Source: an optimization exercise on an open RTL-to-GDS flow (aim: small area and a short achievable clock period). Production flows keep margins and buffers that such runs may drop.
Function was checked by simulation only, so behaviour that the tests miss may differ from the original.
No activity file was given, so power comes from the tool's default toggle rates.

File: flow/run.sh
#!/bin/bash
# synth_recipe.tcl (not shown) runs the flow's synth.tcl, then flattens the netlist and writes it again
# the make line also repeats each setting of config.mk as NAME=value (left out here)
make -C /OpenROAD-flow-scripts/flow DESIGN_CONFIG=/design/flow/config.mk WORK_HOME=/design/flow/orfs CLKGATE_MAP_FILE= SYNTH_SCRIPT=/design/flow/synth_recipe.tcl finish
File: flow/config.mk
export PLATFORM = sky130hd
export DESIGN_NAME = vps_engine
export DESIGN_NICKNAME = vps_engine
export VERILOG_FILES = /design/flow/design.v
export SDC_FILE = /design/flow/constraint.sdc
export NUM_CORES = 4
export LEC_CHECK = 0
export CAP_MARGIN = 20
export CORE_MARGIN = 2
export CORE_UTILIZATION = 40
export SLEW_MARGIN = 20
export SYNTH_HIERARCHICAL = 1
File: flow/constraint.sdc
create_clock -name core_clock -period 9.0 [get_ports {clk}]
set_input_delay 1.8000 -clock core_clock [delete_from_list [all_inputs] [get_ports {clk}]]
set_output_delay 1.8000 -clock core_clock [all_outputs]
set_load 0.01 [all_outputs]
File: flow/design.v
module vps_aoi222 (
    input  wire a1, a2, b1, b2, c1, c2,
    output wire y
);
    assign y = ~((a1 & a2) | (b1 & b2) | (c1 & c2));
endmodule
module vps_engine (
    input  wire        clk,
    input  wire        rst,         
    input  wire        fwd_en,
    input  wire        flush_en,
    input  wire        stall_en,
    output wire [11:0] imem_addr,
    input  wire [17:0] imem_data,
    output wire        rf_we,
    output wire [3:0]  rf_waddr,
    output wire [7:0]  rf_wdata,
    output wire        dm_we,
    output wire [7:0]  dm_addr,
    output wire [7:0]  dm_wdata,
    output wire        flag_z,
    output wire        flag_c,
    output wire        fault
);
    reg [11:0] f_pc;
    reg [17:0] d_ir;
    reg [11:0] d_tgt;      
    reg [17:0] e_ir;
    reg [11:0] e_tgt;
    reg [7:0]  m_res;
    reg        m_z, m_c;
    reg [3:0]  m_rd;
    reg        m_rwe;
    reg        m_ld;       
    reg [8*16-1:0]  regs;
    reg [8*256-1:0] dmem;
    wire [5:0]  opc  = e_ir[17:12];
    wire [3:0]  e_ra = e_ir[11:8];
    wire [3:0]  e_rb = e_ir[7:4];
    wire [7:0]  imm  = e_ir[7:0];
    wire [11:0] a12  = e_ir[11:0];
    wire stall = stall_en & m_ld;
    wire op_mov = (opc == 6'd1)  | (opc == 6'd2);
    wire op_add = (opc == 6'd3)  | (opc == 6'd4);
    wire op_sub = (opc == 6'd5)  | (opc == 6'd6);
    wire op_and = (opc == 6'd7)  | (opc == 6'd8);
    wire op_or  = (opc == 6'd9)  | (opc == 6'd10);
    wire op_xor = (opc == 6'd11) | (opc == 6'd12);
    wire op_shl = (opc == 6'd13) | (opc == 6'd14);
    wire op_sar = (opc == 6'd15) | (opc == 6'd16);
    wire op_ld  = (opc == 6'd17) | (opc == 6'd18);
    wire op_st  = (opc == 6'd19) | (opc == 6'd20);
    wire op_rwe = (opc != 6'd0) & (opc <= 6'd18);
    wire op_fwe = (opc >= 6'd3) & (opc <= 6'd12);
    wire b_imm  = ~opc[0];
    wire op_br  = (opc >= 6'd21) & (opc <= 6'd26);
    wire br_rel = (opc >= 6'd24);
    wire cond_z  = (opc == 6'd22) | (opc == 6'd25);
    wire cond_nz = (opc == 6'd23) | (opc == 6'd26);
    assign fault = (opc >= 6'd27);
    wire [7:0] ra_val = regs[8*e_ra +: 8];
    wire [7:0] rb_val = regs[8*e_rb +: 8];
    wire       m_fwd  = fwd_en & m_rwe & ~m_ld;
    wire [7:0] e_a = (m_fwd && m_rd == e_ra) ? m_res : ra_val;
    wire [7:0] e_b = b_imm ? imm : ((m_fwd && m_rd == e_rb) ? m_res : rb_val);
    wire [8:0] sum  = {1'b0, e_a} + {1'b0, e_b};
    wire [8:0] diff = {1'b0, e_a} - {1'b0, e_b};
    wire       big  = |e_b[7:3];
    wire [7:0] shl_res = big ? 8'd0 : (e_a << e_b[2:0]);
    wire signed [7:0] a_s = e_a;
    wire [7:0] sar_sh  = a_s >>> e_b[2:0];
    wire [7:0] sar_res = big ? {8{e_a[7]}} : sar_sh;
    reg [7:0] e_res;
    always @(*) begin
        case (1'b1)
            op_add: e_res = sum[7:0];
            op_sub: e_res = diff[7:0];
            op_and: e_res = e_a & e_b;
            op_or:  e_res = e_a | e_b;
            op_xor: e_res = e_a ^ e_b;
            op_shl: e_res = shl_res;
            op_sar: e_res = sar_res;
            default: e_res = e_b;    
        endcase
    end
    wire e_c = op_add ? sum[8] : (op_sub ? diff[8] : 1'b0);
    wire e_z = (e_res == 8'd0);
    wire [11:0] tgt = br_rel ? e_tgt : a12;
    wire taken = ~stall & op_br & ~(cond_z & ~m_z) & ~(cond_nz & m_z);
    wire flush = taken & flush_en;
    wire [255:0] dsel;
    wire [7:0]   e_rdata;
    genvar k;
    generate
        for (k = 0; k < 256; k = k + 1) begin : g_dsel
            assign dsel[k] = (e_b == k);
        end
        for (k = 0; k < 8; k = k + 1) begin : g_rd
            wire [85:0] y;
            genvar j;
            for (j = 0; j < 85; j = j + 1) begin : g_w
                vps_aoi222 u_aoi (
                    .a1(dsel[3*j]),   .a2(dmem[8*(3*j) + k]),
                    .b1(dsel[3*j+1]), .b2(dmem[8*(3*j+1) + k]),
                    .c1(dsel[3*j+2]), .c2(dmem[8*(3*j+2) + k]),
                    .y(y[j])
                );
            end
            assign y[85] = ~(dsel[255] & dmem[8*255 + k]);
            assign e_rdata[k] = ~&y;
        end
    endgenerate
    wire [7:0] m_wval = m_res;
    assign imem_addr = f_pc;
    assign rf_we     = m_rwe;
    assign rf_waddr  = m_rd;
    assign rf_wdata  = m_wval;
    assign dm_we     = ~stall & op_st;
    assign dm_addr   = e_b;
    assign dm_wdata  = e_a;
    assign flag_z    = m_z;
    assign flag_c    = m_c;
    wire [7:0] rf_d = rst ? 8'd0 : m_wval;
    wire [7:0] dm_d = rst ? 8'd0 : e_a;
    generate
        for (k = 0; k < 16; k = k + 1) begin : g_reg
            always @(posedge clk)
                if (rst | (m_rwe & (m_rd == k)))
                    regs[8*k +: 8] <= rf_d;
        end
        for (k = 0; k < 256; k = k + 1) begin : g_dmem
            always @(posedge clk)
                if (rst | (dm_we & dsel[k]))
                    dmem[8*k +: 8] <= dm_d;
        end
    endgenerate
    always @(posedge clk) begin
        if (rst) begin
            f_pc <= 12'd0;
            d_ir <= 18'd0; d_tgt <= 12'd0;
            e_ir <= 18'd0; e_tgt <= 12'd0;
            m_res <= 8'd0; m_z <= 1'b0; m_c <= 1'b0; m_rd <= 4'd0;
            m_rwe <= 1'b0; m_ld <= 1'b0;
        end else begin
            m_res <= op_ld ? e_rdata : e_res;
            m_rd  <= e_ra;
            m_rwe <= ~stall & op_rwe;
            m_ld  <= ~stall & op_ld;
            if (~stall & op_fwe) begin
                m_z <= e_z;
                m_c <= e_c;
            end
            if (~stall) begin
                if (flush) begin
                    e_ir <= 18'd0;
                    d_ir <= 18'd0;
                end else begin
                    e_ir <= d_ir;
                    d_ir <= imem_data;
                end
                e_tgt <= d_tgt;
                d_tgt <= f_pc + imem_data[11:0];
                f_pc  <= taken ? tgt : (f_pc + 12'd1);
            end
        end
    end
endmodule
==> impl_metrics.yaml, run 1 <==
logic_synthesis:
  synth_edf_count: 2176
  synth_cells: 4792
  yosysWarnings: 7
  synth_area_sq_um: 85800
  yosys.area.top_type: "edfxtp_1"
  synth_nets: 4855
  async_flop_share_pct: 0
  synth-main-ff-cell: "edfxtp_1"
  synthTopCellsByArea: "edfxtp_1, a222oi_1, o21bai_1, dfxtp_1, mux4_2"
  ys_types: 89
  synth-seq-cells: 2264
  synth_top_area_share_pct: 76.2
  yosysSeqAreaShare_pct: 78.2
  postSynthAreaPerCell_sq_um: 17.9
die:
  dieWidth_um: 467
  rows: 170
  initial_core_util_pct: 40.1
  die_area_sq_um: 218000
  core_sq_um: 214000
  die_h_um: 467
  io_pins: 68
power:
  power_mw: 23.1
  pwr-share-seq_pct: 55.9
  p_sw_mw: 5.19
  intPower_mw: 17.9
  p_comb_share_pct: 5.9
  p_sw_share_pct: 22.5
  clkPwrFrac_pct: 38.1
  powerDensity_nw_per_um2: 237
  ir_drop_uv: 230
  p_leak_nw: 32.3
routing:
  vias: 52000
  drt-initial-drc-count: 9588
  drt-vias-per-instance: 6.48
  ant_nets: 0
  highest_layer: "met5"
  met1_length_um: 102000
  drt_wl_total_um: 256000
  drc: 0
  wl_met3_um: 28400
  routed-wl-met2_um: 115000
  first_pass_iters: 9
  wl_per_cell_um: 31.8
min_path:
  hold_path.class: "flop to flop"
critical_path:
  start_kind: "input port"
  critPathArrivalTime_ns: 8.18
  worstPathRequired_ns: 9.69
  max_stage_delay_ns: 0.87
  path_class: "input port to flop"
  critical_path.cell_chain: "clkdlybuf4s50_1 > nand2_1 > nor2_1 > a21oi_4 > a21oi_4 > nor2_1 > nand2_1 > buf_4 > nor2_1 > a222oi_1 > nand4_1 > nor4_1 > nand2_1 > a2111oi_0 > buf_4 > a211oi_1"
  cpMaxStageDelayCell: "nor4_1"
  worstSetupEndpointType: "flop"
  cp_max_fo: 22
global_routing:
  grt_usage_pct: 22.8
  grt_pass1_wl_um: 361000
  antenna_found_initial: 12
  grt_remaining_overflow: 0
  grt_max_degree: 193
  grt_pass1_vias: 48800
cts:
  cts_buffers: 218
  clk_pin_slew_ns: 0.06
  cts_max_level: 4
  cts-resized-gates: 0
  hold_buffers: 0
  cts_sinks: 2264
  root_buffer: "clkbuf_16"
  cts_buffer_depth: 3
  cts_tree: "done"
  clk_latency_ns: 0.87
  postCtsSetupRepairBufs: 0
sta:
  fin_crit_sh_pct: 83.2
  slew_headroom_pct: 18.9
  fin_ws_ns: 1.51
  rsz0062_at_grt: "no"
  max_freq_ghz: 0.134
  clock_skew_ns: 0.0390
  hold_viol: 0
  period_needed_ns: 7.49
  setup_violations: 0
  fin_tns_setup_ns: 0
  worst_pin_slew_ns: 1.21
  final_max_slew_viol_count: 0
  fin_hold_ws_ns: 0.452
place:
  pre_cts_ws_ns: 1.04
  place_inst: 7635
  io_buffers: 67
  gp_congestion: 0.911
  hpwl_um: 160000
  dpl_cell_area_sq_um: 90500
layout:
  nFillCells: 18200
  final_util_pct: 45.5
  area_growth_pct: 13.5
  final_cell_count_no_fill: 8036
  fin_nets: 5080
  multi_input_area_sq_um: 17900
  seq_area_sq_um: 67100
  drive_gt1_share_pct: 11.0
  design_area_sq_um: 97400
run:
  cap_violations: 0
outcome:
  status: "no timing/DRC/antenna violations"
## state kept, by name (all words and copies together), names as in the netlist
register / flops
dmem: 2048
regs: 128
d_ir: 18
e_ir: 18
d_tgt: 12
e_tgt: 12
f_pc: 12
m_res: 8
m_rd: 4
m_c: 1
m_ld: 1
m_rwe: 1
m_z: 1
## final cells by class
type,count,area share [%]
flip-flops and latches,2264,68.9
multi-input cells,2290,18.4
clock buffers,269,5.89
well taps,2838,3.65
repair buffers,198,1.85
clock inverters,125,1.12
inverters,45,0.174
diodes,7,0.0180
## routing by layer
metal | global-route usage (%) | up-vias
met5 | 0 | -
met4 | 8.57 | 14
met3 | 4.79 | 438
met2 | 34.2 | 3298
met1 | 32.6 | 26800
li1 | - | 21500
## power groups by stage
| stage | registers (mW) | logic (mW) | clock network, mW |
|---|---|---|---|
| after floorplan | 13.1 | 0.736 | 0 |
| after global placement | 13.1 | 1.33 | 0 |
| after detailed placement | 13.1 | 1.35 | 0 |
| after CTS | 12.9 | 1.35 | 8.90 |
| after global routing | 13.0 | 1.44 | 9.31 |
| final | 12.9 | 1.37 | 8.81 |
## worst paths after layout
kind         slack (ns)  depth (start not counted)      from       end
max                1.51                         16    fwd_en  m_res[0]
max reg2reg        1.72                         15   e_ir[4]  m_res[0]
min reg2reg        0.45                          2  d_tgt[2]  d_tgt[2]
min                0.45                          2  d_tgt[2]  d_tgt[2]
## cell usage after synthesis, drive strengths merged, types with 4 or more instances
library cell  instances
a2111oi               9
a211oi               15
a21o                 15
a21oi                84
a221oi                6
a222oi              681
a22o                 39
a22oi                18
a31o                  8
a31oi                 6
a41o                  5
and2                  4
and3                 16
buf                  64
clkbuf              129
dfxtp                88
edfxtp             2176
ha                   37
inv                  44
mux2                  8
mux2i                19
mux4                 62
nand2               172
nand2b                8
nand3                49
nand4               176
nor2                346
nor2b                21
nor3                 24
nor3b                10
nor4                 44
o211ai               11
o21a                  5
o21ai                52
o21bai              260
o221ai                4
o22ai                 4
xnor2                 7
xor2                  8
## worst max-delay path: cells and delay by family
| kind | cells | cell delay, ns |
|---|---|---|
| AOI/OAI and AO/OA | 5 | 2.21 |
| and+or+nand+nor | 8 | 2.98 |
| buffers and inverters | 3 | 1.17 |
## modules after synthesis (local to each module, per instance)
module	cell area [sq um]	flip-flops and latches	cells inside	copies in the design
vps_engine	79000	2264	4112	1
vps_aoi222	10.0	0	1	680
## cell families (layout without fill, tap and decap cells)
logic type	Yosys count	count (layout)	synth area share, %
mux	89	89	2.01
fa+ha+maj	40	40	0.610
flops	2264	2264	78.2
other cells	0	7	0
simple gates	887	887	4.96
compound gates	1259	1259	12.9
buf+inv	238	637	1.17
xor+xnor	15	15	0.153
## cell usage in the layout, fill, tap and decap left out, types with 16 or more instances in the layout
master           instances
clkinv_1                57
ha_1                    37
clkbuf_16              221
nor4_1                  41
dfxtp_1                 85
nand3_2                 17
o21bai_1               259
buf_4                  120
clkbuf_1                46
clkinv_2                34
and3_1                  16
a21oi_1                 77
a222oi_1               681
a22oi_1                 18
o21ai_0                 49
mux4_2                  59
clkdlybuf4s50_1         66
nor3_1                  21
edfxtp_1              2176
inv_1                   34
nand4_1                174
nand3_1                 32
nor2_1                 336
nor2b_1                 19
a22o_1                  39
nand2_1                171
==> run 2: changes to the inputs <==
--- a/flow/design.v
+++ b/flow/design.v
@@ -5,2 +5,8 @@
     assign y = ~((a1 & a2) | (b1 & b2) | (c1 & c2));
+endmodule
+module vps_hold (
+    input  wire s, sn, d, q,
+    output wire y
+);
+    assign y = (s & d) | (sn & q);
 endmodule
@@ -126,10 +132,22 @@
         for (k = 0; k < 16; k = k + 1) begin : g_reg
+            wire we  = rst | (m_rwe & (m_rd == k));
+            wire wen = ~we;
+            wire [7:0] nxt;
+            genvar b;
+            for (b = 0; b < 8; b = b + 1) begin : g_b
+                vps_hold u_h (.s(we), .sn(wen), .d(rf_d[b]), .q(regs[8*k + b]), .y(nxt[b]));
+            end
             always @(posedge clk)
-                if (rst | (m_rwe & (m_rd == k)))
-                    regs[8*k +: 8] <= rf_d;
+                regs[8*k +: 8] <= nxt;
         end
         for (k = 0; k < 256; k = k + 1) begin : g_dmem
+            wire we  = rst | (dm_we & dsel[k]);
+            wire wen = ~we;
+            wire [7:0] nxt;
+            genvar b;
+            for (b = 0; b < 8; b = b + 1) begin : g_b
+                vps_hold u_h (.s(we), .sn(wen), .d(dm_d[b]), .q(dmem[8*k + b]), .y(nxt[b]));
+            end
             always @(posedge clk)
-                if (rst | (dm_we & dsel[k]))
-                    dmem[8*k +: 8] <= dm_d;
+                dmem[8*k +: 8] <= nxt;
         end
--- a/flow/config.mk
+++ b/flow/config.mk
@@ -10,2 +10,3 @@
 export CORE_UTILIZATION = 40
+export SETUP_SLACK_MARGIN = 4.0
 export SLEW_MARGIN = 20
==> run 2 against run 1 <==
Against the previous run: area after synthesis down 2.2%; via count up 40%; setup slack better by 2.2 ns.
==> impl_metrics.yaml, run 2 <==
outcome:
  status: "no timing/DRC/antenna violations"
global_routing:
  grt_pass1_vias: 67400
  grt_max_degree: 164
  grt_usage_pct: 28.9
  grt_pass1_wl_um: 469000
  antenna_found_initial: 8
  grt_remaining_overflow: 0
routing:
  wl_met3_um: 33900
  met1_length_um: 135000
  highest_layer: "met5"
  drt-vias-per-instance: 6.80
  wl_per_cell_um: 30.3
  drc: 0
  ant_nets: 0
  first_pass_iters: 14
  vias: 72600
  drt_wl_total_um: 324000
  drt-initial-drc-count: 11600
  routed-wl-met2_um: 137000
logic_synthesis:
  synth_xor_area_share_pct: 0.177
  synth-main-ff-cell: "dfxtp_1"
  synth_cells: 7160
  synthAdderAreaFrac_pct: 0.623
  yosysMostFrequentCell: "dfxtp_1"
  synth_nets: 7223
  synthTopCellsByArea: "dfxtp_1, a22o_1, a222oi_1, a21o_1, mux4_2"
  ys_types: 76
  synth-seq-cells: 2264
  postSynthAreaPerCell_sq_um: 11.7
  synth-simple-area-share_pct: 4.90
  synth_compound_area_share_pct: 35.5
  synth_mux_area_share_pct: 2.49
  synth_top_area_share_pct: 54.0
  yosysWarnings: 7
  async_flop_share_pct: 0
  synth_commonest_cells: "dfxtp_1, a22o_1, a222oi_1"
  synth_edf_count: 0
  yosysSeqAreaShare_pct: 54.0
  synth_top_family_by_area: "compound AO/OA/AOI/OAI gates"
  synth_area_sq_um: 83900
  yosys.area.top_type: "dfxtp_1"
critical_path:
  timing.critical_path.mode_cell: "buf_6"
  cp_max_fo: 8
  cpMaxStageDelayCell: "a222oi_1"
  critPathArrivalTime_ns: 6.08
  path_class: "input port to flop"
  worstPathRequired_ns: 9.75
  start_kind: "input port"
  critical_path.cell_chain: "buf_6 > nand3b_1 > buf_6 > nor4_4 > buf_6 > buf_6 > a221oi_4 > buf_6 > inv_6 > buf_6 > nor2_4 > nand2_4 > buf_12 > nor2_1 > a222oi_1 > nand4_1 > nor4_4 > nand4_1 > a2111oi_4 > nor2_1 > o31a_1"
  max_stage_delay_ns: 0.64
  worstSetupEndpointType: "flop"
cts:
  cts_buffers: 225
  root_buffer: "clkbuf_16"
  cts_max_level: 4
  cts_buffer_depth: 3
  hold_buffers: 0
  clk_pin_slew_ns: 0.06
  clk_latency_ns: 0.89
  cts_sinks: 2264
  cts_tree: "done"
place:
  gp_congestion: 0.946
  pre_cts_ws_ns: 0.576
  io_buffers: 67
  hpwl_um: 207000
power:
  powerDensity_nw_per_um2: 222
  p_leak_nw: 39.7
  ir_drop_uv: 191
layout:
  reg_top3: "dmem x2048, regs x128"
  area_growth_pct: 20.7
  drive_gt1_share_pct: 14.5
  final_common_cell: "dfxtp_1"
  final_cell_mix: "dfxtp_1, a22o_1, a222oi_1"
  final_util_pct: 48.4
  top_register: "dmem"
  largest_reg_flops: 2048
  fin_nets: 7738
die:
  core_sq_um: 209000
  dieWidth_um: 462
  rows: 168
  initial_core_util_pct: 40.1
  die_h_um: 462
  die_area_sq_um: 213000
  io_pins: 68
sta:
  fin_crit_sh_pct: 59.2
  clock_skew_ns: 0.0608
  final_max_slew_viol_count: 0
  rsz0062_at_grt: "yes"
  slew_headroom_pct: 18.9
  period_needed_ns: 5.33
  fin_ws_ns: 3.67
  worst_pin_slew_ns: 1.22
  setup_violations: 0
  max_freq_ghz: 0.188
  hold_viol: 0
  fin_tns_setup_ns: 0
run:
  cap_violations: 0
min_path:
  hold_path.class: "flop to flop"
run 2: routing by layer:
metal,vias to the layer above,global-route usage [%]
met1,36100,39.9
li1,31200,-
met3,823,6.26
met2,4531,42.7
met5,-,0
met4,6,13.8
run 2: worst max-delay path, delay by kind of cell:
family	cells	cell delay, ns
buffers and inverters	8	1.00
AOI/OAI and AO/OA	4	1.26
and+or+nand+nor	9	2.01
run 2: cells by family after synthesis:
| group | after synthesis |
|---|---|
| AOI/OAI and AO/OA | 3395 |
| xor gates and xnor gates | 17 |
| adders and majority gates | 40 |
| buffers and inverters | 475 |
| DFF | 2264 |
| muxes | 117 |
| and+or+nand+nor | 852 |
run 2: area by class of cell:
| type | instances | area (sq um) |
|---|---|---|
| sequential | 2264 | 45300 |
| inverter | 309 | 1250 |
| multi-input combinational | 4423 | 38300 |
| timing repair buffer | 452 | 4800 |
| clock buffer | 331 | 6670 |
| fill | 18500 | 108000 |
| clock inverter | 87 | 1270 |
| antenna | 8 | 20.0 |
| tap | 2805 | 3510 |
run 2: path summary, 6_finish.rpt:
path	slack, ns	start	end	cells after the start
worst max-delay path	3.67	fwd_en	m_res[0]	21
worst min-delay path	0.45	d_tgt[7]	d_tgt[7]	2
worst max register to register	3.75	e_ir[4]	m_res[0]	19
worst min register to register	0.45	d_tgt[7]	d_tgt[7]	2
run 2: where the power goes:
group	switching, mW	leakage, nW	internal (mW)	total, mW
Sequential	0.347	18.3	10.5	10.9
Combinational	0.995	17.5	0.635	1.63
Clock	4.17	3.90	5.86	10.0
run 2: what timing repair did:
item,CTS,global route
endpoints found under the setup margin,2043,336
resized for setup,401,156
setup buffers,163,65
cloned,7,1
pin swaps,179,157
run 2: stage by stage:
stage,hold WS (ns),cell area (sq um),instances,power [mW]
after floorplan,0.432,84000,7160,11.9
after global placement,0.440,88900,10000,12.4
after detailed placement,0.446,88900,10000,12.5
after CTS,0.454,99900,10600,22.5
after global routing,0.472,101000,10700,23.1
final,0.452,101000,10700,22.5
run 2: per-module statistics from Yosys, one instance, submodules excluded:
module	cells	flops+latches	cell area (sq um)	times used
vps_aoi222	1	0	10.0	680
vps_engine	4304	2264	58000	1
vps_hold	1	0	8.76	2176
==> run 3: changes to the inputs <==
--- a/flow/design.v
+++ b/flow/design.v
@@ -32,6 +32,12 @@
     reg [17:0] d_ir;
-    reg [11:0] d_tgt;      
-    reg [17:0] e_ir;
-    reg [11:0] e_tgt;
-    reg [7:0]  m_res;
+    reg [11:0] d_rel;      
+    reg [5:0]  e_opc;
+    reg [3:0]  e_ra;
+    reg [3:0]  e_rb;
+    reg [11:0] e_tgt;      
+    reg [7:0]  e_opa;      
+    reg [7:0]  e_opb;      
+    reg        e_hita;     
+    reg        e_hitb;     
+    reg [7:0]  m_res;      
     reg        m_z, m_c;
@@ -39,12 +45,8 @@
     reg        m_rwe;
-    reg        m_ld;       
+    reg        m_ld;
     reg [8*16-1:0]  regs;
     reg [8*256-1:0] dmem;
-    wire [5:0]  opc  = e_ir[17:12];
-    wire [3:0]  e_ra = e_ir[11:8];
-    wire [3:0]  e_rb = e_ir[7:4];
-    wire [7:0]  imm  = e_ir[7:0];
-    wire [11:0] a12  = e_ir[11:0];
+    genvar k;
+    wire [5:0] opc = e_opc;
     wire stall = stall_en & m_ld;
-    wire op_mov = (opc == 6'd1)  | (opc == 6'd2);
     wire op_add = (opc == 6'd3)  | (opc == 6'd4);
@@ -60,5 +62,3 @@
     wire op_fwe = (opc >= 6'd3) & (opc <= 6'd12);
-    wire b_imm  = ~opc[0];
     wire op_br  = (opc >= 6'd21) & (opc <= 6'd26);
-    wire br_rel = (opc >= 6'd24);
     wire cond_z  = (opc == 6'd22) | (opc == 6'd25);
@@ -66,7 +66,4 @@
     assign fault = (opc >= 6'd27);
-    wire [7:0] ra_val = regs[8*e_ra +: 8];
-    wire [7:0] rb_val = regs[8*e_rb +: 8];
-    wire       m_fwd  = fwd_en & m_rwe & ~m_ld;
-    wire [7:0] e_a = (m_fwd && m_rd == e_ra) ? m_res : ra_val;
-    wire [7:0] e_b = b_imm ? imm : ((m_fwd && m_rd == e_rb) ? m_res : rb_val);
+    wire [7:0] e_a = (fwd_en & e_hita) ? m_res : e_opa;
+    wire [7:0] e_b = (fwd_en & e_hitb) ? m_res : e_opb;
     wire [8:0] sum  = {1'b0, e_a} + {1'b0, e_b};
@@ -93,3 +90,2 @@
     wire e_z = (e_res == 8'd0);
-    wire [11:0] tgt = br_rel ? e_tgt : a12;
     wire taken = ~stall & op_br & ~(cond_z & ~m_z) & ~(cond_nz & m_z);
@@ -98,3 +94,2 @@
     wire [7:0]   e_rdata;
-    genvar k;
     generate
@@ -118,3 +113,2 @@
     endgenerate
-    wire [7:0] m_wval = m_res;
     assign imem_addr = f_pc;
@@ -122,3 +116,3 @@
     assign rf_waddr  = m_rd;
-    assign rf_wdata  = m_wval;
+    assign rf_wdata  = m_res;
     assign dm_we     = ~stall & op_st;
@@ -128,3 +122,3 @@
     assign flag_c    = m_c;
-    wire [7:0] rf_d = rst ? 8'd0 : m_wval;
+    wire [7:0] rf_d = rst ? 8'd0 : m_res;
     wire [7:0] dm_d = rst ? 8'd0 : e_a;
@@ -154,2 +148,11 @@
     endgenerate
+    wire [5:0] d_opc = d_ir[17:12];
+    wire [3:0] d_ra  = d_ir[11:8];
+    wire [3:0] d_rb  = d_ir[7:4];
+    wire       d_bimm = ~d_opc[0];
+    wire [7:0] rf_ra = (m_rwe & (m_rd == d_ra)) ? m_res : regs[8*d_ra +: 8];
+    wire [7:0] rf_rb = (m_rwe & (m_rd == d_rb)) ? m_res : regs[8*d_rb +: 8];
+    wire [7:0] hold_a = (m_rwe & (m_rd == e_ra)) ? m_res : e_opa;
+    wire [7:0] hold_b = (m_rwe & (m_rd == e_rb) & opc[0]) ? m_res : e_opb;
+    wire e_wr = op_rwe & ~op_ld;
     always @(posedge clk) begin
@@ -157,4 +160,5 @@
             f_pc <= 12'd0;
-            d_ir <= 18'd0; d_tgt <= 12'd0;
-            e_ir <= 18'd0; e_tgt <= 12'd0;
+            d_ir <= 18'd0; d_rel <= 12'd0;
+            e_opc <= 6'd0; e_ra <= 4'd0; e_rb <= 4'd0; e_tgt <= 12'd0;
+            e_opa <= 8'd0; e_opb <= 8'd0; e_hita <= 1'b0; e_hitb <= 1'b0;
             m_res <= 8'd0; m_z <= 1'b0; m_c <= 1'b0; m_rd <= 4'd0;
@@ -170,13 +174,24 @@
             end
-            if (~stall) begin
+            if (stall) begin
+                e_opa  <= hold_a;
+                e_opb  <= hold_b;
+                e_hita <= 1'b0;
+                e_hitb <= 1'b0;
+            end else begin
+                e_opa  <= rf_ra;
+                e_opb  <= d_bimm ? d_ir[7:0] : rf_rb;
+                e_hita <= e_wr & (e_ra == d_ra);
+                e_hitb <= e_wr & (e_ra == d_rb) & ~d_bimm;
                 if (flush) begin
-                    e_ir <= 18'd0;
-                    d_ir <= 18'd0;
+                    e_opc <= 6'd0;
+                    d_ir  <= 18'd0;
                 end else begin
-                    e_ir <= d_ir;
-                    d_ir <= imem_data;
+                    e_opc <= d_opc;
+                    d_ir  <= imem_data;
                 end
-                e_tgt <= d_tgt;
-                d_tgt <= f_pc + imem_data[11:0];
-                f_pc  <= taken ? tgt : (f_pc + 12'd1);
+                e_ra  <= d_ra;
+                e_rb  <= d_rb;
+                e_tgt <= (d_opc >= 6'd24) ? d_rel : d_ir[11:0];
+                d_rel <= f_pc + imem_data[11:0];
+                f_pc  <= taken ? e_tgt : (f_pc + 12'd1);
             end
--- a/flow/config.mk
+++ b/flow/config.mk
@@ -10,3 +10,3 @@
 export CORE_UTILIZATION = 40
-export SETUP_SLACK_MARGIN = 4.0
+export SETUP_SLACK_MARGIN = 4.5
 export SLEW_MARGIN = 20
==> run 3 against run 2 <==
Against the previous run: critical path type unchanged; hold slack about the same; via count increased by 1.8%; critical path depth decreased by 5; fmax increased by 7.1%; sequential share of layout area decreased by 0.37 points; clock power increased by 5%; still clean on timing, DRC and antenna.
==> impl_metrics.yaml, run 3 <==
routing:
  drt-vias-per-instance: 6.86
  ant_nets: 0
  drt-initial-drc-count: 12100
  wl_per_cell_um: 30.7
  drt_wl_total_um: 331000
  drc: 0
  first_pass_iters: 11
  vias: 74000
layout:
  final_common_cell: "dfxtp_1"
  area_growth_pct: 20.7
  nFillCells: 18600
  largest_reg_flops: 2048
  drive_gt1_share_pct: 14.8
  multi_input_area_sq_um: 39100
  design_area_sq_um: 103000
  final_cell_mix: "dfxtp_1, a22o_1, a222oi_1"
  top_register: "dmem"
  reg_top3: "dmem x2048, regs x128, d_ir x18"
  seq_area_sq_um: 45600
  fin_nets: 7823
logic_synthesis:
  synth_cells: 7263
  synth-seq-cells: 2278
  ys_types: 87
  synth-main-ff-cell: "dfxtp_1"
  yosysMostFrequentCell: "dfxtp_1"
  yosysWarnings: 7
  synth_edf_count: 0
  synth_top_area_share_pct: 53.6
  synth_commonest_cells: "dfxtp_1, a22o_1, a222oi_1"
  synth_nets: 7326
  postSynthAreaPerCell_sq_um: 11.7
  yosysSeqAreaShare_pct: 53.6
  async_flop_share_pct: 0
  yosys.area.top_type: "dfxtp_1"
  synth_area_sq_um: 85000
  synthTopCellsByArea: "dfxtp_1, a22o_1, a222oi_1, a21o_1, mux4_2"
min_path:
  hold_path.class: "flop to flop"
power:
  powerDensity_nw_per_um2: 226
  pwr-share-seq_pct: 47.2
  ir_drop_uv: 207
  p_sw_share_pct: 24.7
  clkPwrFrac_pct: 45.1
  power_mw: 23.2
  p_leak_nw: 40.6
  p_sw_mw: 5.72
  intPower_mw: 17.5
  p_comb_share_pct: 7.7
critical_path:
  critical_path.cell_chain: "buf_12 > buf_12 > buf_12 > nand2_8 > mux2i_4 > buf_6 > nor2_4 > nand2_4 > buf_12 > nor2_4 > a222oi_1 > nand4_1 > nor4_4 > nand4_1 > a2111oi_4 > a211oi_2"
  timing.critical_path.mode_cell: "buf_12"
  max_stage_delay_ns: 0.53
  cp_max_fo: 7
  cpLargestDelayFamily: "simple AND/OR/NAND/NOR gates"
  critPathArrivalTime_ns: 5.69
  cpMaxStageDelayCell: "a222oi_1"
  start_kind: "input port"
  crit_buf_inv: 5
  path_class: "input port to flop"
  worstSetupEndpointType: "flop"
  worstPathRequired_ns: 9.72
die:
  die_h_um: 465
  io_pins: 68
  die_area_sq_um: 216000
  dieWidth_um: 465
  rows: 169
  core_sq_um: 212000
  initial_core_util_pct: 40.2
place:
  hpwl_um: 206000
  dpl_cell_area_sq_um: 90100
  pre_cts_ws_ns: 0.784
  io_buffers: 67
  gp_congestion: 0.931
sta:
  worst_pin_slew_ns: 1.38
  clock_skew_ns: 0.0600
  max_freq_ghz: 0.201
  fin_crit_sh_pct: 55.3
  fin_tns_setup_ns: 0
  final_max_slew_viol_count: 0
  setup_violations: 0
  rsz0062_at_grt: "yes"
  period_needed_ns: 4.98
  hold_viol: 0
  fin_ws_ns: 4.02
  fin_hold_ws_ns: 0.452
  slew_headroom_pct: 8.22
cts:
  cts_buffers: 233
  cts_buffer_depth: 3
  cts_max_level: 4
  cts_sinks: 2278
  clk_pin_slew_ns: 0.06
  root_buffer: "clkbuf_16"
  clk_latency_ns: 0.90
  cts_tree: "done"
global_routing:
  grt_pass1_vias: 68800
  grt_pass1_wl_um: 479000
  met3_usage_pct: 5.90
  grt_remaining_overflow: 0
  grt_max_degree: 153
  antenna_found_initial: 13
  grt_usage_pct: 29.0
  grt_use_met2_pct: 42.6
  use_met1_pct: 40.4
  busiest_layer: "met2"
run:
  cap_violations: 0
outcome:
  status: "no timing/DRC/antenna violations"
run 3: cell types whose count changed in the layout (fill, tap and decap cells not counted), sizes merged, moves of 13 or more:
cell	previous run	this run
nand2	151	102
a211oi	10	41
nor2	367	398
mux2i	34	62
clkinv	48	67
xor2	4	20
a21oi	80	66
dfxtp	2264	2278
a22o	2213	2200
run 3: stage by stage:
step	std cells	utilization, %
after floorplan	7263	-
after global placement	10100	42.6
after detailed placement	10100	42.6
after CTS	10700	48.0
after global routing	10800	48.5
final	10800	48.5
run 3: timing repair:
action / in CTS / in global routing
cloned: 7 / 0
pin swaps: 209 / 79
endpoints found under the setup margin: 1969 / 417
resized for setup: 439 / 97
buffers inserted: 158 / 68
hold buffers: 0 / 0
run 3: area by class of cell:
type / instances / area share, %
sequential: 2278 / 44.4
tap: 2821 / 3.44
multi-input combinational: 4491 / 38.1
inverter: 312 / 1.22
clock inverter: 114 / 1.57
clock buffer: 324 / 6.61
timing repair buffer: 444 / 4.59
antenna: 3 / 0.00731
run 3: per-module statistics from Yosys (local to each module, per instance):
module / copies in the design / flops+latches / area [sq um]
vps_aoi222: 680 / 0 / 10.0
vps_hold: 2176 / 0 / 8.76
vps_engine: 1 / 2278 / 59200
run 3: per-layer routing:
metal | wire, um | vias to the layer above
met5 | 54 | -
met4 | 17800 | 8
met3 | 34500 | 875
met2 | 140000 | 4686
met1 | 138000 | 36800
li1 | - | 31600
run 3: worst reg2reg max path, delay by kind of cell (launching register included):
family / cells / cell delay, ns
muxes: 1 / 0.28
DFF: 1 / 0.87
and+or+nand+nor: 7 / 1.83
AOI/OAI and AO/OA: 3 / 1.09
buffers and inverters: 3 / 0.50
run 3: logic make-up after synthesis:
kind of cell             count (synthesis)  synth area share [%]
multiplexers                           145                  3.02
adder cells (fa/ha/maj)                 40                 0.615
XOR/XNOR                                34                 0.350
AO/OA/AOI/OAI                         3404                  35.1
AND/OR/NAND/NOR                        865                  5.00
buffers and inverters                  497                  2.23
flip-flops                            2278                  53.6
run 3: worst paths after layout:
kind	from	to	slack (ns)	cells past startpoint
max reg2reg	e_hitb	m_res[3]	4.25	14
max	fwd_en	m_res[3]	4.02	16
min reg2reg	d_rel[5]	d_rel[5]	0.45	2
min	d_rel[5]	d_rel[5]	0.45	2
run 3: power groups by stage:
stage	Clock, mW	Sequential, mW	Combinational, mW
2_1_floorplan	0	11.0	1.08
3_3_place_gp	0	11.2	1.53
3_5_place_dp	0	11.1	1.56
4_1_cts	10.5	10.9	1.69
5_1_grt	11.0	11.0	1.88
6_report	10.5	11.0	1.79
==> run 4: changes to the inputs <==
--- a/flow/design.v
+++ b/flow/design.v
@@ -11,2 +11,9 @@
     assign y = (s & d) | (sn & q);
+endmodule
+module vps_fwdmux (
+    input  wire       f, h,
+    input  wire [7:0] a, b,
+    output wire [7:0] y
+);
+    assign y = (f & h) ? a : b;
 endmodule
@@ -118,4 +125,4 @@
     assign dm_we     = ~stall & op_st;
-    assign dm_addr   = e_b;
-    assign dm_wdata  = e_a;
+    vps_fwdmux u_oa (.f(fwd_en), .h(e_hitb), .a(m_res), .b(e_opb), .y(dm_addr));
+    vps_fwdmux u_ob (.f(fwd_en), .h(e_hita), .a(m_res), .b(e_opa), .y(dm_wdata));
     assign flag_z    = m_z;
--- a/flow/config.mk
+++ b/flow/config.mk
@@ -10,4 +10,8 @@
 export CORE_UTILIZATION = 40
-export SETUP_SLACK_MARGIN = 4.5
+export CTS_BUF_LIST = sky130_fd_sc_hd__clkbuf_16
+export CTS_CLUSTER_DIAMETER = 100
+export CTS_CLUSTER_SIZE = 25
+export SETUP_SLACK_MARGIN = 4.8
 export SLEW_MARGIN = 20
 export SYNTH_HIERARCHICAL = 1
+export TNS_END_PERCENT = 5
==> run 4 against run 3 <==
Against the previous run: still clean; first-iteration DRC count up 2.3%; global-route usage down 0.62 points; final area down 6.5%; sequential cell count unchanged; power down 22%; area after synthesis about the same; final cell count down 1.1%; register-to-register slack better by 0.28 ns; hold slack better by 0.0051 ns; setup slack better by 0.32 ns; clock-buffer cell count down 217; die area about the same; largest cell class unchanged.
==> impl_metrics.yaml, run 4 <==
power:
  power_mw: 18.1
  powerDensity_nw_per_um2: 188
  p_leak_nw: 36.5
  ir_drop_uv: 156
cts:
  cts_buffer_depth: 3
  cts_tree: "done"
  clk_pin_slew_ns: 0.10
  cts_buffers: 105
  cts_max_level: 3
  cts_sinks: 2278
  root_buffer: "clkbuf_16"
  clk_latency_ns: 0.81
  hold_buffers: 0
critical_path:
  path_class: "input port to flop"
  worstSetupEndpointType: "flop"
  start_kind: "input port"
  cp_max_fo: 7
  worstPathRequired_ns: 9.66
  critPathArrivalTime_ns: 5.32
  reg2reg_depth: 15
layout:
  area_growth_pct: 13.0
  final_cell_mix: "dfxtp_1, a22o_1, a222oi_1"
  seq_area_sq_um: 45600
  final_util_pct: 45.4
  final_cell_count_no_fill: 10700
  reg_top3: "dmem x2048, regs x128, d_ir x18"
  largest_reg_flops: 2048
  final_common_cell: "dfxtp_1"
  fin_nets: 7885
  nFillCells: 19300
  top_register: "dmem"
  multi_input_area_sq_um: 39000
  drive_gt1_share_pct: 10.0
logic_synthesis:
  synth-seq-cells: 2278
  synth_area_sq_um: 85000
  yosysWarnings: 7
  synthTopCellsByArea: "dfxtp_1, a22o_1, a222oi_1, nand2_1, mux4_2"
  ys_types: 82
  synth_nets: 7589
  synth-main-ff-cell: "dfxtp_1"
  postSynthAreaPerCell_sq_um: 11.3
  synth_commonest_cells: "dfxtp_1, a22o_1, a222oi_1"
  yosysMostFrequentCell: "dfxtp_1"
  synth_top_area_share_pct: 53.7
  synth_edf_count: 0
  async_flop_share_pct: 0
  synth_cells: 7526
  yosys.area.top_type: "dfxtp_1"
  yosysSeqAreaShare_pct: 53.7
sta:
  worst_pin_slew_ns: 1.20
  fin_tns_setup_ns: 0
  max_freq_ghz: 0.215
  rsz0062_at_grt: "yes"
  fin_crit_sh_pct: 51.8
  setup_violations: 0
  period_needed_ns: 4.66
  clock_skew_ns: 0.0420
  final_max_slew_viol_count: 0
  hold_viol: 0
  slew_headroom_pct: 20.2
routing:
  vias: 72600
  ant_nets: 0
  drt-vias-per-instance: 6.81
  drt-initial-drc-count: 12300
  drt_wl_total_um: 323000
  first_pass_iters: 13
  wl_per_cell_um: 30.3
  drc: 0
die:
  die_area_sq_um: 216000
  die_h_um: 465
  core_sq_um: 212000
  dieWidth_um: 465
  initial_core_util_pct: 40.1
  io_pins: 68
  rows: 169
run:
  cap_violations: 0
global_routing:
  grt_max_degree: 152
  grt_remaining_overflow: 0
  grt_pass1_vias: 66800
  grt_usage_pct: 28.3
  grt_pass1_wl_um: 469000
  antenna_found_initial: 13
min_path:
  hold_path_depth: 2
  hold_path.class: "flop to flop"
place:
  io_buffers: 67
  hpwl_um: 203000
  place_inst: 10400
  gp_congestion: 0.947
outcome:
  status: "no timing/DRC/antenna violations"
run 4: cell type report:
| type | count | share of cell area, % |
|---|---|---|
| clock inverters | 20 | 0.244 |
| well taps | 2821 | 3.68 |
| inverters | 309 | 1.24 |
| repair buffers | 364 | 3.92 |
| diodes | 3 | 0.00782 |
| multi-input cells | 4764 | 40.6 |
| flip-flops and latches | 2278 | 47.5 |
| clock buffers | 107 | 2.79 |
run 4: worst max-delay path: stages:
cell	delay, ns
buf_16	0.14
nand2_8	0.13
mux2i_4	0.36
nor2_4	0.15
nand2_8	0.12
buf_12	0.15
nor2_4	0.06
a222oi_1	0.62
nand4_1	0.40
nor4_4	0.42
buf_4	0.19
nand4_1	0.26
a2111oi_4	0.39
a211oi_1	0.07
run 4: per-module statistics from Yosys, one instance, submodules excluded:
module	flops+latches	times used	area [sq um]
vps_hold	0	2176	8.76
vps_engine	2278	1	58900
vps_aoi222	0	680	10.0
vps_fwdmux	0	2	96.3
run 4: timing repair:
action | in CTS | in global routing
setup buffers | 121 | 25
pin swaps | 183 | 97
gates resized for setup | 361 | 60
gates cloned | 6 | 1
setup endpoints to repair | 2076 | 976
run 4: metrics by stage:
step	setup slack [ns]	instance area, sq um	hold slack, ns
CTS	4.56	95500	0.459
floorplan	3.38	85000	0.431
finish	4.34	96000	0.457
detailed placement	1.05	90000	0.444
global route	4.46	96000	0.478
global placement	0.913	89900	0.438
run 4: cells by family after synthesis:
logic type      after synthesis  share of synthesized area, %
fa+ha+maj                    40                         0.616
mux                         155                          3.09
simple gates               1410                          7.38
xor+xnor                     29                         0.299
flops                      2278                          53.7
buf+inv                     487                          2.25
compound gates             3127                          32.7
run 4: report_power, final:
group          switching (mW)  internal (mW)
sequential              0.368           10.5
combinational            1.01          0.606
clock                    3.32           2.23
total                    4.70           13.4
run 4: worst paths after layout:
| kind | slack, ns | startpoint | to |
|---|---|---|---|
| worst max-delay path | 4.34 | fwd_en | m_res[1] |
| worst min-delay path | 0.46 | d_rel[2] | d_rel[2] |
| worst max register to register | 4.53 | m_res[1] | m_res[1] |
| worst min register to register | 0.46 | d_rel[2] | d_rel[2] |
run 4: metal layers:
metal,up-vias,GRT usage (%),wire length (um)
met5,-,0,72
met4,10,11.2,15200
met3,692,5.30,33000
met2,4415,42.3,138000
met1,36000,40.2,137000
li1,31500,-,-
==> run 5: changes to the inputs <==
--- a/flow/design.v
+++ b/flow/design.v
@@ -18,2 +18,33 @@
     assign y = (f & h) ? a : b;
+endmodule
+module vps_dec4n (
+    input  wire [3:0]  a,
+    output wire [15:0] y
+);
+    genvar i;
+    generate
+        for (i = 0; i < 16; i = i + 1) begin : g
+            assign y[i] = ~(a == i);
+        end
+    endgenerate
+endmodule
+module vps_sel16 (
+    input  wire        s,
+    input  wire [15:0] a, b,
+    output wire [15:0] y
+);
+    assign y = s ? a : b;
+endmodule
+module vps_wval (
+    input  wire       ld,
+    input  wire [7:0] p0, p1, r,
+    output wire [7:0] y
+);
+    assign y = ld ? (p0 | p1) : r;
+endmodule
+module vps_dmwe (
+    input  wire st, stall_en, m_ld,
+    output wire y
+);
+    assign y = st & ~(stall_en & m_ld);
 endmodule
@@ -48,3 +79,6 @@
     reg        e_hitb;     
+    reg        e_fault;    
     reg [7:0]  m_res;      
+    reg [7:0]  m_rd0;      
+    reg [7:0]  m_rd1;
     reg        m_z, m_c;
@@ -72,3 +106,3 @@
     wire cond_nz = (opc == 6'd23) | (opc == 6'd26);
-    assign fault = (opc >= 6'd27);
+    assign fault = e_fault;
     wire [7:0] e_a = (fwd_en & e_hita) ? m_res : e_opa;
@@ -96,3 +130,8 @@
     wire e_c = op_add ? sum[8] : (op_sub ? diff[8] : 1'b0);
-    wire e_z = (e_res == 8'd0);
+    wire [7:0] axb = e_a ^ e_b;
+    wire z_add = (axb == {e_a[6:0] | e_b[6:0], 1'b0});
+    wire z_eq  = (axb == 8'd0);
+    wire z_and = ((e_a & e_b) == 8'd0);
+    wire z_or  = ((e_a | e_b) == 8'd0);
+    wire e_z = op_add ? z_add : (op_and ? z_and : (op_or ? z_or : z_eq));
     wire taken = ~stall & op_br & ~(cond_z & ~m_z) & ~(cond_nz & m_z);
@@ -100,6 +139,13 @@
     wire [255:0] dsel;
-    wire [7:0]   e_rdata;
+    wire [7:0]   e_rd0, e_rd1;    
     generate
+        wire [15:0] lo_f, lo_n, hi_f, hi_n, lo, hi;    
+        vps_dec4n u_dlf (.a(m_res[3:0]), .y(lo_f));
+        vps_dec4n u_dln (.a(e_opb[3:0]), .y(lo_n));
+        vps_dec4n u_dhf (.a(m_res[7:4]), .y(hi_f));
+        vps_dec4n u_dhn (.a(e_opb[7:4]), .y(hi_n));
+        vps_sel16 u_slo (.s(fwd_en & e_hitb), .a(lo_f), .b(lo_n), .y(lo));
+        vps_sel16 u_shi (.s(fwd_en & e_hitb), .a(hi_f), .b(hi_n), .y(hi));
         for (k = 0; k < 256; k = k + 1) begin : g_dsel
-            assign dsel[k] = (e_b == k);
+            assign dsel[k] = ~(lo[k % 16] | hi[k / 16]);
         end
@@ -117,3 +163,4 @@
             assign y[85] = ~(dsel[255] & dmem[8*255 + k]);
-            assign e_rdata[k] = ~&y;
+            assign e_rd0[k] = ~&y[42:0];
+            assign e_rd1[k] = ~&y[85:43];
         end
@@ -123,4 +170,4 @@
     assign rf_waddr  = m_rd;
-    assign rf_wdata  = m_res;
-    assign dm_we     = ~stall & op_st;
+    vps_wval u_ow (.ld(m_ld), .p0(m_rd0), .p1(m_rd1), .r(m_res), .y(rf_wdata));
+    vps_dmwe u_owe (.st(op_st), .stall_en(stall_en), .m_ld(m_ld), .y(dm_we));
     vps_fwdmux u_oa (.f(fwd_en), .h(e_hitb), .a(m_res), .b(e_opb), .y(dm_addr));
@@ -129,3 +176,6 @@
     assign flag_c    = m_c;
-    wire [7:0] rf_d = rst ? 8'd0 : m_res;
+    wire [7:0] m_wval;
+    vps_wval u_w (.ld(m_ld), .p0(m_rd0), .p1(m_rd1), .r(m_res), .y(m_wval));
+    wire       e_we = ~stall & op_st;
+    wire [7:0] rf_d = rst ? 8'd0 : m_wval;
     wire [7:0] dm_d = rst ? 8'd0 : e_a;
@@ -144,3 +194,3 @@
         for (k = 0; k < 256; k = k + 1) begin : g_dmem
-            wire we  = rst | (dm_we & dsel[k]);
+            wire we  = rst | (e_we & dsel[k]);
             wire wen = ~we;
@@ -159,6 +209,6 @@
     wire       d_bimm = ~d_opc[0];
-    wire [7:0] rf_ra = (m_rwe & (m_rd == d_ra)) ? m_res : regs[8*d_ra +: 8];
-    wire [7:0] rf_rb = (m_rwe & (m_rd == d_rb)) ? m_res : regs[8*d_rb +: 8];
-    wire [7:0] hold_a = (m_rwe & (m_rd == e_ra)) ? m_res : e_opa;
-    wire [7:0] hold_b = (m_rwe & (m_rd == e_rb) & opc[0]) ? m_res : e_opb;
+    wire [7:0] rf_ra = (m_rwe & (m_rd == d_ra)) ? m_wval : regs[8*d_ra +: 8];
+    wire [7:0] rf_rb = (m_rwe & (m_rd == d_rb)) ? m_wval : regs[8*d_rb +: 8];
+    wire [7:0] hold_a = (m_rwe & (m_rd == e_ra)) ? m_wval : e_opa;
+    wire [7:0] hold_b = (m_rwe & (m_rd == e_rb) & opc[0]) ? m_wval : e_opb;
     wire e_wr = op_rwe & ~op_ld;
@@ -169,7 +219,9 @@
             e_opc <= 6'd0; e_ra <= 4'd0; e_rb <= 4'd0; e_tgt <= 12'd0;
-            e_opa <= 8'd0; e_opb <= 8'd0; e_hita <= 1'b0; e_hitb <= 1'b0;
-            m_res <= 8'd0; m_z <= 1'b0; m_c <= 1'b0; m_rd <= 4'd0;
+            e_opa <= 8'd0; e_opb <= 8'd0; e_hita <= 1'b0; e_hitb <= 1'b0; e_fault <= 1'b0;
+            m_res <= 8'd0; m_rd0 <= 8'd0; m_rd1 <= 8'd0; m_z <= 1'b0; m_c <= 1'b0; m_rd <= 4'd0;
             m_rwe <= 1'b0; m_ld <= 1'b0;
         end else begin
-            m_res <= op_ld ? e_rdata : e_res;
+            m_res <= e_res;
+            m_rd0 <= e_rd0;
+            m_rd1 <= e_rd1;
             m_rd  <= e_ra;
@@ -193,2 +245,3 @@
                     e_opc <= 6'd0;
+                    e_fault <= 1'b0;
                     d_ir  <= 18'd0;
@@ -196,2 +249,3 @@
                     e_opc <= d_opc;
+                    e_fault <= (d_opc >= 6'd27);
                     d_ir  <= imem_data;
==> run 5 against run 4 <==
Against the previous run: still clean; register-to-register slack improved by 0.26 ns; sequential share of layout area increased by 0.99 points; sequential power about the same; setup slack improved by 0.19 ns; final cell count decreased by 2.4%; combinational power about the same; final area decreased by 1.3%; sequential cell count increased by 17; critical path depth decreased by 11; via count decreased by 1.3%; non-clock buffer count decreased by 159.
==> impl_metrics.yaml, run 5 <==
power:
  p_sw_mw: 4.71
  pwr-share-seq_pct: 60.8
  p_sw_share_pct: 25.9
  powerDensity_nw_per_um2: 192
  p_leak_nw: 36.2
  clkPwrFrac_pct: 30.2
  p_comb_share_pct: 9.0
  ir_drop_uv: 177
  intPower_mw: 13.5
logic_synthesis:
  yosysWarnings: 7
  postSynthAreaPerCell_sq_um: 11.5
  synth_nets: 7543
  ys_types: 89
  synth-main-ff-cell: "dfxtp_1"
  synthTopCellsByArea: "dfxtp_1, a22o_1, a222oi_1, mux4_2, o21ai_0"
  synth_top_area_share_pct: 53.2
  async_flop_share_pct: 0
  yosys.area.top_type: "dfxtp_1"
  synth-seq-cells: 2295
  yosysMostFrequentCell: "dfxtp_1"
  synth_cells: 7480
  synth_area_sq_um: 86400
  yosysSeqAreaShare_pct: 53.2
  synth_edf_count: 0
  synth_commonest_cells: "dfxtp_1, a22o_1, a222oi_1"
die:
  die_h_um: 469
  dieWidth_um: 469
  core_sq_um: 215000
  io_pins: 68
  initial_core_util_pct: 40.2
  die_area_sq_um: 220000
  rows: 170
sta:
  worst_pin_slew_ns: 1.15
  fin_tns_setup_ns: 0
  fin_crit_sh_pct: 49.6
  max_freq_ghz: 0.224
  slew_headroom_pct: 23.3
  fin_hold_ws_ns: 0.457
  period_needed_ns: 4.47
  final_max_slew_viol_count: 0
  hold_viol: 0
  rsz0062_at_grt: "yes"
  clock_skew_ns: 0.0394
  setup_violations: 0
  fin_ws_ns: 4.53
critical_path:
  max_stage_delay_ns: 0.74
  timing.rr.end: "dmem[1730]"
  critPathArrivalTime_ns: 2.67
  reg2reg_from: "e_opb[3]"
  path_class: "flop to output pin"
  cp_max_fo: 2
  rrSetupSlack_ns: 4.79
  cpMaxStageDelayCell: "dfxtp_1"
  reg2reg_depth: 7
  worstSetupEndpointType: "output pin"
  critical_path.cell_chain: "nor2_1 > a21oi_2 > clkdlybuf4s50_1"
  worstPathRequired_ns: 7.20
  start_kind: "flop"
min_path:
  min_to: "d_rel[9]"
  worstHoldStart: "d_rel[9]"
  hold_path_depth: 2
  hold_path.class: "flop to flop"
place:
  pre_cts_ws_ns: 1.84
  hpwl_um: 192000
  gp_congestion: 0.945
  io_buffers: 67
routing:
  drt-initial-drc-count: 11100
  wl_per_cell_um: 29.9
  vias: 71700
  ant_nets: 0
  drc: 0
  drt-vias-per-instance: 6.89
  drt_wl_total_um: 311000
  first_pass_iters: 13
global_routing:
  grt_pass1_wl_um: 456000
  grt_pass1_vias: 67200
  grt_max_degree: 149
  grt_usage_pct: 27.0
  antenna_found_initial: 17
  grt_remaining_overflow: 0
layout:
  final_cell_mix: "dfxtp_1, a22o_1, a222oi_1"
  largest_reg_flops: 2048
  top_register: "dmem"
  final_common_cell: "dfxtp_1"
  reg_top3: "dmem x2048, regs x128, d_ir x18"
  nFillCells: 19600
  fin_nets: 7615
  drive_gt1_share_pct: 7.99
  area_growth_pct: 9.73
cts:
  cts_max_level: 3
  cts_buffer_depth: 3
  cts_tree: "done"
  clk_pin_slew_ns: 0.10
  clk_latency_ns: 0.81
  cts_sinks: 2295
  cts_buffers: 104
  root_buffer: "clkbuf_16"
outcome:
  status: "no timing/DRC/antenna violations"
run:
  cap_violations: 0
==> run 5: changes by cell type in the layout (fill, tap and decap cells not counted), moves of 48 or more <==
cell     before  now
o21ai_0      38   99
nor2_1      307  357
o21ai_1       3  126
o21ai_2       0   66
buf_4       213  116
nor2_2       53    5
nand2_1     609  116
==> run 5: worst max-delay path by stage <==
stage | end | slack (ns) | depth (start not counted) | from
after floorplan | dmem[1003] | 3.54 | 5 | fwd_en
after global placement | m_rd0[7] | 0.92 | 10 | fwd_en
after detailed placement | m_rd1[5] | 1.84 | 9 | fwd_en
after CTS | dmem[788] | 4.42 | 8 | stall_en
after global routing | dm_we | 4.51 | 5 | e_opc[2]
final | rf_wdata[6] | 4.53 | 3 | m_rd1[6]
==> run 5: critical path, delay by kind of cell, from the launching register on <==
family / cells / cell delay, ns
and+or+nand+nor: 1 / 0.15
buffers and inverters: 1 / 0.63
AOI/OAI and AO/OA: 1 / 0.36
DFF: 1 / 0.74
==> run 5: per-layer routing <==
metal	part of all wire, %	track usage, %	vias to the layer above
met5	0.034	0	-
met4	4.4	11.1	18
met3	10	5.65	672
met2	43	40.7	4067
met1	42	37.6	35700
li1	-	-	31300
==> run 5: cell type report <==
type                       instances  area [sq um]  share of cell area, %
antenna                            3          7.51                0.00792
sequential                      2295         46000                   48.5
clock buffer                     108          2700                   2.85
timing repair buffer             205          1830                   1.93
multi-input combinational       4640         39400                   41.6
tap                             2838          3550                   3.75
clock inverter                    14           160                  0.169
inverter                         306          1170                   1.24
==> run 5: cell families (layout without fill, tap and decap cells) <==
| logic type | after synthesis | in the layout | synth area share, % |
|---|---|---|---|
| AND/OR/NAND/NOR | 934 | 934 | 5.63 |
| flip-flops | 2295 | 2295 | 53.2 |
| adder cells (fa/ha/maj) | 40 | 40 | 0.606 |
| buffers and inverters | 547 | 633 | 2.56 |
| XOR/XNOR | 43 | 43 | 0.436 |
| other | 0 | 3 | 0 |
| AO/OA/AOI/OAI | 3439 | 3439 | 34.1 |
| multiplexers | 182 | 184 | 3.45 |
==> run 5: power by group through the flow <==
| stage | registers (mW) | logic (mW) | clock network [mW] |
|---|---|---|---|
| 3_5_place_dp | 11.3 | 1.57 | 0 |
| 3_3_place_gp | 11.3 | 1.53 | 0 |
| 2_1_floorplan | 11.1 | 1.12 | 0 |
| 6_report | 11.1 | 1.64 | 5.50 |
| 4_1_cts | 11.1 | 1.59 | 5.58 |
| 5_1_grt | 11.1 | 1.74 | 5.93 |
==> run 5: per-stage QoR <==
stage	area (sq um)	power, mW	instances	util, %
6_report	94800	18.2	10400	44.2
5_1_grt	94800	18.8	10400	44.2
4_1_cts	94600	18.2	10400	44.1
3_5_place_dp	90800	12.8	10300	42.3
3_3_place_gp	90600	12.8	10300	42.2
2_1_floorplan	86500	12.2	7480	-
==> run 5: modules after synthesis (local to each module, per instance) <==
module / cell area [sq um] / cells inside
vps_hold: 8.76 / 1
vps_aoi222: 10.0 / 1
vps_sel16: 249 / 18
vps_fwdmux: 96.3 / 9
vps_dec4n: 186 / 20
vps_engine: 58800 / 4437
vps_wval: 144 / 26
vps_dmwe: 11.3 / 1
==> run 5: timing repair <==
item	CTS	global route
cloned	2	0
endpoints found under the setup margin	2099	1812
pin swaps	23	1
hold buffers	0	0
setup buffers	13	5
gates resized for setup	318	118

[static timing again, ports no longer ideal]
Ports are ideal in the flow. The routed layouts listed here were re-timed in OpenROAD.
Step 1, drivers: a clkbuf_16 drives clk and a buf_2 each remaining input, both assumed.
Step 2 times the ports against the registers' clock, not the clock port: input delays grow and output delays shrink by t, the midpoint of the rising clock arrivals with the driver on.
a / b / c = ideal ports / drivers / drivers and shift; a / b = the first two.
run	t (ns)	setup slack, ns	worst hold slack (ns)
run 1	0.942	1.514 / 1.577 / 0.635	0.452 / 0.452 / 0.452
run 2	0.948	3.670 / 3.714 / 2.770	0.452 / 0.452 / 0.452
run 3	0.964	4.025 / 4.070 / 3.106	0.452 / 0.452 / 0.452
run 4	0.879	4.341 / 4.163 / 3.284	0.457 / 0.457 / 0.457
run 5	0.886	4.532 / 4.438 / 3.732	0.457 / 0.457 / 0.457
After both steps every run listed still meets setup and hold. For run 4, which loses most, drivers alone change the setup slack by -0.178 ns; drivers and shift together by -1.057 ns.
